Source: an optimization exercise on an open RTL-to-GDS flow (aim: a short achievable clock period and few clock cycles). Production flows keep margins and buffers that such runs may drop. Function was checked by simulation only, so behaviour that the tests miss may differ from the original. No activity file was given, so power comes from the tool's default toggle rates.

--- flow/constraint.sdc ---
create_clock -name core_clock -period 5.0 [get_ports {clk}]
set_input_delay 1.0000 -clock core_clock [delete_from_list [all_inputs] [get_ports {clk}]]
set_output_delay 1.0000 -clock core_clock [all_outputs]
set_load 0.01 [all_outputs]
--- flow/run.sh ---
#!/bin/bash
# synth_recipe.tcl (not shown) runs the flow's synth.tcl, then flattens the netlist and writes it again
# the make line also repeats each setting of config.mk as NAME=value (left out here)
make -C /OpenROAD-flow-scripts/flow DESIGN_CONFIG=/design/flow/config.mk WORK_HOME=/design/flow/orfs CLKGATE_MAP_FILE= SYNTH_SCRIPT=/design/flow/synth_recipe.tcl finish
--- flow/config.mk ---
export PLATFORM = sky130hd
export DESIGN_NAME = xbt_dma
export DESIGN_NICKNAME = xbt_dma
export VERILOG_FILES = /design/flow/design.v
export SDC_FILE = /design/flow/constraint.sdc
export NUM_CORES = 4
export LEC_CHECK = 0
export CAP_MARGIN = 20
export CORE_MARGIN = 2
export CORE_UTILIZATION = 40
export SLEW_MARGIN = 20
--- flow/design.v ---
module xbt_dma (
    input  wire        clk,
    input  wire        rst,
    input  wire        reg_we,
    input  wire [1:0]  reg_addr,
    input  wire [7:0]  reg_wdata,
    output reg  [7:0]  reg_rdata,
    output wire        busy,
    output wire        fatal,
    output reg         bus_req,
    output reg         bus_we,
    output reg         bus_io,
    output reg  [19:0] bus_addr,
    output reg  [7:0]  bus_wdata,
    input  wire        bus_gnt,
    input  wire        bus_rvalid,
    input  wire [7:0]  bus_rdata
);
    localparam [16:0] MAX_ITER = 17'd100000;
    localparam [1:0] OP_COPY = 2'd0,
                     OP_MIX  = 2'd1,
                     OP_SWAP = 2'd2,
                     OP_FILL = 2'd3;
    localparam [3:0] S_IDLE    = 4'd0,
                     S_STEP    = 4'd1,    
                     S_FREQ    = 4'd2,    
                     S_FWAIT   = 4'd3,    
                     S_LOAD    = 4'd4,    
                     S_RS_REQ  = 4'd5,    
                     S_RS_WAIT = 4'd6,
                     S_RT_REQ  = 4'd7,    
                     S_RT_WAIT = 4'd8,
                     S_WS_REQ  = 4'd9,    
                     S_WT_REQ  = 4'd10,   
                     S_HALT    = 4'd11;   
    reg [3:0]  state;
    reg [7:0]  dreg0, dreg1, dreg2;
    reg        busy_r;
    reg        chain_cont;
    reg        fatal_r;
    reg        phase_exec;
    reg [19:0] lp;
    reg [16:0] iter_cnt;
    reg [3:0]  fidx;
    reg [7:0]  d_cmd;
    reg [15:0] d_len;
    reg [23:0] d_src;
    reg [23:0] d_tgt;
    reg [15:0] d_mod;
    reg [19:0] src_cur;
    reg [19:0] tgt_cur;
    reg [16:0] remaining;
    reg [7:0]  s_byte;
    reg [7:0]  d_byte;
    assign busy  = busy_r;
    assign fatal = fatal_r;
    wire [1:0] op      = d_cmd[1:0];
    wire       chained = d_cmd[2];
    wire [7:0] mt0     = {8{d_cmd[4]}};
    wire [7:0] mt1     = {8{d_cmd[5]}};
    wire [7:0] mt2     = {8{d_cmd[6]}};
    wire [7:0] mt3     = {8{d_cmd[7]}};
    wire       src_io  = d_src[23];
    wire       tgt_io  = d_tgt[23];
    wire [19:0] src_next = d_src[20] ? src_cur :
                           d_src[22] ? src_cur - 20'd1 : src_cur + 20'd1;
    wire [19:0] tgt_next = d_tgt[20] ? tgt_cur :
                           d_tgt[22] ? tgt_cur - 20'd1 : tgt_cur + 20'd1;
    wire [7:0] mix_result = (s_byte &  d_byte & mt3) | (s_byte & ~d_byte & mt2) |
                            (~s_byte & d_byte & mt1) | (~s_byte & ~d_byte & mt0);
    reg [7:0] tgt_wdata;
    always @(*) begin
        case (op)
            OP_COPY: tgt_wdata = s_byte;
            OP_MIX:  tgt_wdata = mix_result;
            OP_SWAP: tgt_wdata = s_byte;
            default: tgt_wdata = d_src[7:0];
        endcase
    end
    always @(*) begin
        case (reg_addr)
            2'd0:    reg_rdata = dreg0;
            2'd1:    reg_rdata = dreg1;
            2'd2:    reg_rdata = dreg2;
            default: reg_rdata = {busy_r, 6'd0, chain_cont};
        endcase
    end
    always @(*) begin
        bus_req   = 1'b0;
        bus_we    = 1'b0;
        bus_io    = 1'b0;
        bus_addr  = 20'd0;
        bus_wdata = 8'd0;
        case (state)
            S_FREQ: begin
                bus_req  = 1'b1;
                bus_addr = lp;
            end
            S_RS_REQ: begin
                bus_req  = 1'b1;
                bus_io   = src_io;
                bus_addr = src_io ? {8'd0, src_cur[11:0]} : src_cur;
            end
            S_RT_REQ: begin
                bus_req  = 1'b1;
                bus_io   = tgt_io;
                bus_addr = tgt_io ? {8'd0, tgt_cur[11:0]} : tgt_cur;
            end
            S_WS_REQ: begin
                bus_req   = 1'b1;
                bus_we    = 1'b1;
                bus_io    = src_io;
                bus_addr  = src_io ? {8'd0, src_cur[11:0]} : src_cur;
                bus_wdata = d_byte;
            end
            S_WT_REQ: begin
                bus_req   = 1'b1;
                bus_we    = 1'b1;
                bus_io    = tgt_io;
                bus_addr  = tgt_io ? {8'd0, tgt_cur[11:0]} : tgt_cur;
                bus_wdata = tgt_wdata;
            end
            default: ;
        endcase
    end
    always @(posedge clk) begin
        if (state == S_FWAIT && bus_rvalid) begin
            case (fidx)
                4'd0:  d_cmd        <= bus_rdata;
                4'd1:  d_len[7:0]   <= bus_rdata;
                4'd2:  d_len[15:8]  <= bus_rdata;
                4'd3:  d_src[7:0]   <= bus_rdata;
                4'd4:  d_src[15:8]  <= bus_rdata;
                4'd5:  d_src[23:16] <= bus_rdata;
                4'd6:  d_tgt[7:0]   <= bus_rdata;
                4'd7:  d_tgt[15:8]  <= bus_rdata;
                4'd8:  d_tgt[23:16] <= bus_rdata;
                4'd9:  d_mod[7:0]   <= bus_rdata;
                default: d_mod[15:8] <= bus_rdata;
            endcase
        end
    end
    always @(posedge clk) begin
        if (rst) begin
            state      <= S_IDLE;
            dreg0      <= 8'd0;
            dreg1      <= 8'd0;
            dreg2      <= 8'd0;
            busy_r     <= 1'b0;
            chain_cont <= 1'b0;
            fatal_r    <= 1'b0;
            phase_exec <= 1'b0;
            lp         <= 20'd0;
            iter_cnt   <= 17'd0;
            fidx       <= 4'd0;
        end else begin
            if (reg_we) begin
                case (reg_addr)
                    2'd0: dreg0 <= reg_wdata;
                    2'd1: dreg1 <= reg_wdata;
                    2'd2: dreg2 <= reg_wdata;
                    default: ;
                endcase
            end
            case (state)
                S_IDLE: begin
                    if (reg_we && reg_addr == 2'd0) begin
                        lp         <= {dreg2[3:0], dreg1, reg_wdata};
                        busy_r     <= 1'b1;
                        chain_cont <= 1'b0;
                        phase_exec <= 1'b0;
                        iter_cnt   <= 17'd0;
                        state      <= S_STEP;
                    end
                end
                S_STEP: begin
                    if (iter_cnt >= MAX_ITER) begin
                        fatal_r <= 1'b1;
                        state   <= S_HALT;
                    end else begin
                        iter_cnt <= iter_cnt + 17'd1;
                        if (!phase_exec) begin
                            fidx  <= 4'd0;
                            state <= S_FREQ;
                        end else if (op == OP_FILL) begin
                            state <= S_WT_REQ;
                        end else begin
                            state <= S_RS_REQ;
                        end
                    end
                end
                S_FREQ: begin
                    if (bus_gnt) begin
                        lp    <= lp + 20'd1;
                        state <= S_FWAIT;
                    end
                end
                S_FWAIT: begin
                    if (bus_rvalid) begin
                        if (fidx == 4'd10) begin
                            state <= S_LOAD;
                        end else begin
                            fidx  <= fidx + 4'd1;
                            state <= S_FREQ;
                        end
                    end
                end
                S_LOAD: begin
                    src_cur    <= d_src[19:0];
                    tgt_cur    <= d_tgt[19:0];
                    remaining  <= (d_len == 16'd0) ? 17'h10000 : {1'b0, d_len};
                    chain_cont <= 1'b0;
                    phase_exec <= 1'b1;
                    state      <= S_STEP;
                end
                S_RS_REQ: begin
                    if (bus_gnt) state <= S_RS_WAIT;
                end
                S_RS_WAIT: begin
                    if (bus_rvalid) begin
                        s_byte <= bus_rdata;
                        state  <= (op == OP_COPY) ? S_WT_REQ : S_RT_REQ;
                    end
                end
                S_RT_REQ: begin
                    if (bus_gnt) state <= S_RT_WAIT;
                end
                S_RT_WAIT: begin
                    if (bus_rvalid) begin
                        d_byte <= bus_rdata;
                        state  <= (op == OP_SWAP) ? S_WS_REQ : S_WT_REQ;
                    end
                end
                S_WS_REQ: begin
                    if (bus_gnt) state <= S_WT_REQ;
                end
                S_WT_REQ: begin
                    if (bus_gnt) begin
                        src_cur   <= src_next;
                        tgt_cur   <= tgt_next;
                        remaining <= remaining - 17'd1;
                        if (remaining == 17'd1) begin
                            if (chained) begin
                                phase_exec <= 1'b0;
                                chain_cont <= 1'b1;
                                state      <= S_STEP;
                            end else begin
                                busy_r     <= 1'b0;
                                chain_cont <= 1'b0;
                                state      <= S_IDLE;
                            end
                        end else begin
                            state <= S_STEP;
                        end
                    end
                end
                S_HALT: ;
                default: state <= S_IDLE;
            endcase
        end
    end
endmodule
==> impl_metrics.toml <==
[floorplanning]
rows = 63
num_io_pins = 64
die_width_um = 178
fp.dieH_um = 178
dieArea_sq_um = 31600
core_area_sq_um = 29600
initial_utilization_pct = 40.7

[routing]
drcViolationCount = 0
drtIter0Drc = 971
drt-wirelength-per-cell_um = 19.1
dr.pass1.iters = 7
via_per_inst = 5.76
antenna_left = 0
detailroute.via_count = 9975
routed_wl_mm = 33.1

[power_and_ir_drop]
combPwrFrac_pct = 22.0
internal-power_mw = 3.63
p_sw_mw = 1.54
leakage_nw = 4.96
seq_power_share_pct = 40.8
power.density_nw_per_um2 = 369
switching_share_pct = 29.8
power.share.clock_pct = 37.2
ir_worst_vdd_mv = 0.234

[timing]
finalHoldViolations = 0
finalWorstSetupSlack_ps = 854
period_share_pct = 82.9
tightestPinTransition_ps = 995
slew_violations = 0
setup_viol = 0
clock_skew_ps = 7.31
min_period_ps = 4150
rsz0062_at_grt = "false"
fmax_ghz = 0.241
fin_setup_tns_ps = 0
slew_headroom_pct = 33.4

[grt]
overflow = 0
antenna_found_initial = 0
grt_first_pass_wirelength_mm = 52.4
grt_pass1_vias = 9484
track_usage_pct = 20.9
grt_max_degree = 79

[logic_synthesis]
avgSynthCellArea_sq_um = 9.47
syn-num-nets = 1345
syn_area_sq_um = 12100
ys.flop_type = "edfxtp_1"
yosysWarnings = 1
synth_top_area_share_pct = 35.3
ys_seq_elements = 215
synth-seq-area-share_pct = 47.4
synth_top_area_cell = "edfxtp_1"
ys_top_cells_by_area = "edfxtp_1, dfxtp_1, nand2_1"
synthDistinctLibCells = 77
synthCells = 1275
synth_edf_count = 142
async_flop_share_pct = 0

[clock_tree]
clkLatencyLatePin_ps = 520
cts_buffers = 24
clockBufferDepth = 3
cts-root-buf = "clkbuf_16"
cts_tree = "done"
htree_num_levels = 1
clk_pin_slew_worst_paths_ps = 60
cts_setup_buffers = 0
cts_hold_buffers = 0
cts_sinks = 215
ctsResizeCount = 0

[finish]
layout.cells.most_common = "nand2_1"
fill_cells = 2822
final_net_count = 1395
syn_to_final_growth_pct = 16.2
insertedDiodeCount = 0
multi_input_area_sq_um = 6040
seqCellArea_sq_um = 5730
final_cell_mix = "nand2_1, edfxtp_1, o21ai_0"
drive_above_1_share_pct = 7.37

[setup_path]
r2r-start = "d_tgt[22]"
critPathArrivalTime_ps = 3150
worstRegToRegCells = 7
critical_path.max_fanout = 14
critPathLaunch = "state[2]"
endpoint_kind = "output pin"
path_class = "flop to output pin"
crit_required_ps = 4000
start_kind = "flop"

[placement]
place_congestion = 0.863
portBuffers = 63
place_hpwl_mm = 22.8
pre_cts_ws_ps = 1100

[worst_hold_path]
hold_path_depth = 2
hold_path.class = "flop to flop"
min_from = "dreg0[3]"

[flow_run]
maxCapViolCount = 0

[run_status]
status = "finished clean"
synthesized netlist by cell type, types with 3 or more instances:
cell type / count
nand2_1: 222
edfxtp_1: 142
o21ai_0: 109
nor2_1: 81
a21oi_1: 79
dfxtp_1: 73
clkbuf_1: 47
ha_1: 45
nand3_1: 44
nor3_1: 29
xnor2_1: 29
inv_1: 26
a22oi_1: 25
a21o_1: 22
a211oi_1: 21
nor4_1: 20
mux2i_1: 18
xor2_1: 18
nand4_1: 15
nor2b_1: 15
and3_1: 14
buf_2: 12
nand2b_1: 12
mux4_2: 10
o21a_1: 9
o31ai_1: 9
a31oi_1: 8
and4_1: 8
o211ai_1: 8
o21bai_1: 8
or3_1: 7
o22ai_1: 6
a2111oi_0: 5
nand3b_1: 5
a311oi_1: 4
and2_1: 4
nor3b_1: 4
or4_1: 4
a21boi_0: 3
a22o_1: 3
or2_2: 3
area by class of cell:
| cell class | count | area share, % |
|---|---|---|
| sequential | 215 | 40.8 |
| clock buffer | 28 | 4.69 |
| clock inverter | 16 | 1.45 |
| inverter | 27 | 0.723 |
| tap | 390 | 3.48 |
| timing repair buffer | 87 | 5.75 |
| multi-input combinational | 970 | 43.1 |
cell families after synthesis:
logic type / synth area share [%]
AO/OA/AOI/OAI: 17.4
XOR/XNOR: 3.41
adder cells (fa/ha/maj): 5.00
buffers and inverters: 2.96
flip-flops: 47.4
multiplexers: 3.64
AND/OR/NAND/NOR: 20.2
routing by layer:
metal  track usage [%]  part of all wire (%)  up-vias
met2              32.9                    45      275
met1              30.1                    47     4819
met5                 0                     0        -
met3              3.53                   6.0       41
li1                  -                     -     4840
met4              4.71                   2.0        0
critical path: stages, from the launching register on:
cell and delay [ps]:
dfxtp_1 530, nor2b_1 240, mux2i_1 100, nor2b_1 120
buf_4 230, nor2b_1 560, a22oi_1 220, nand2_1 100
clkdlybuf4s50_1 530
power by group through the flow:
stage,logic (mW),registers (mW),clock network [mW]
3_5_place_dp,1.12,2.15,0
3_3_place_gp,1.11,2.15,0
4_1_cts,1.13,2.11,1.95
2_1_floorplan,0.779,2.11,0
5_1_grt,1.26,2.13,2.02
6_report,1.14,2.11,1.93
registers in the layout, summed over array words and instances (netlist names):
| register | cells |
|---|---|
| dreg2 | 8 |
| lp | 20 |
| state | 4 |
| fidx | 4 |
| phase_exec | 1 |
| d_src | 23 |
| dreg0 | 8 |
| iter_cnt | 17 |
| dreg1 | 8 |
| d_byte | 8 |
| d_len | 16 |
| d_tgt | 23 |
| d_cmd | 7 |
| src_cur | 20 |
| busy_r | 1 |
| chain_cont | 1 |
| remaining | 17 |
| fatal_r | 1 |
| tgt_cur | 20 |
| s_byte | 8 |
path summary, 6_finish.rpt:
kind | slack [ps] | endpoint
worst max-delay path | 850 | bus_addr[12]
worst min-delay path | 460 | dreg0[3]
worst max register to register | 1470 | tgt_cur[18]
worst min register to register | 460 | dreg0[3]
through the flow:
stage	power, mW	hold slack, ps	cell area [sq um]	std cells	util (%)
after floorplan	2.89	433	12100	1275	-
after global placement	3.26	452	13100	1689	44.4
after detailed placement	3.27	447	13100	1689	44.4
after CTS	5.19	456	14000	1733	47.3
after global routing	5.41	486	14000	1733	47.3
final	5.18	456	14000	1733	47.3
Testbench counts, summed over its fixed seeds: cycles 306,477.

==> separate check: timing with driven ports <==
In the flow no input, the clock included, has a driving cell. The finished layout below was timed again as built, in two steps.
Step 1 sets driving cells, clkbuf_16 on the clock port and buf_2 on the other inputs (assumed; they add their load-dependent delay and slew).
Step 2 times the ports against the registers' clock, not the clock port: input delays grow and output delays shrink by t, the midpoint of the rising clock arrivals with the driver on.
Slacks: ideal / step 1 / step 2; pairs: ideal / step 1.
shift t [ns]: 0.560
setup slack, ns: 0.854 / 0.805 / 1.074
worst register clock-pin slew, ns: 0.06 / 0.06
pins driven straight from the clock port: 1
After both steps setup and hold are still met in this run. The setup slack of this run moves by -0.049 ns with the drivers and by +0.220 ns with both steps.
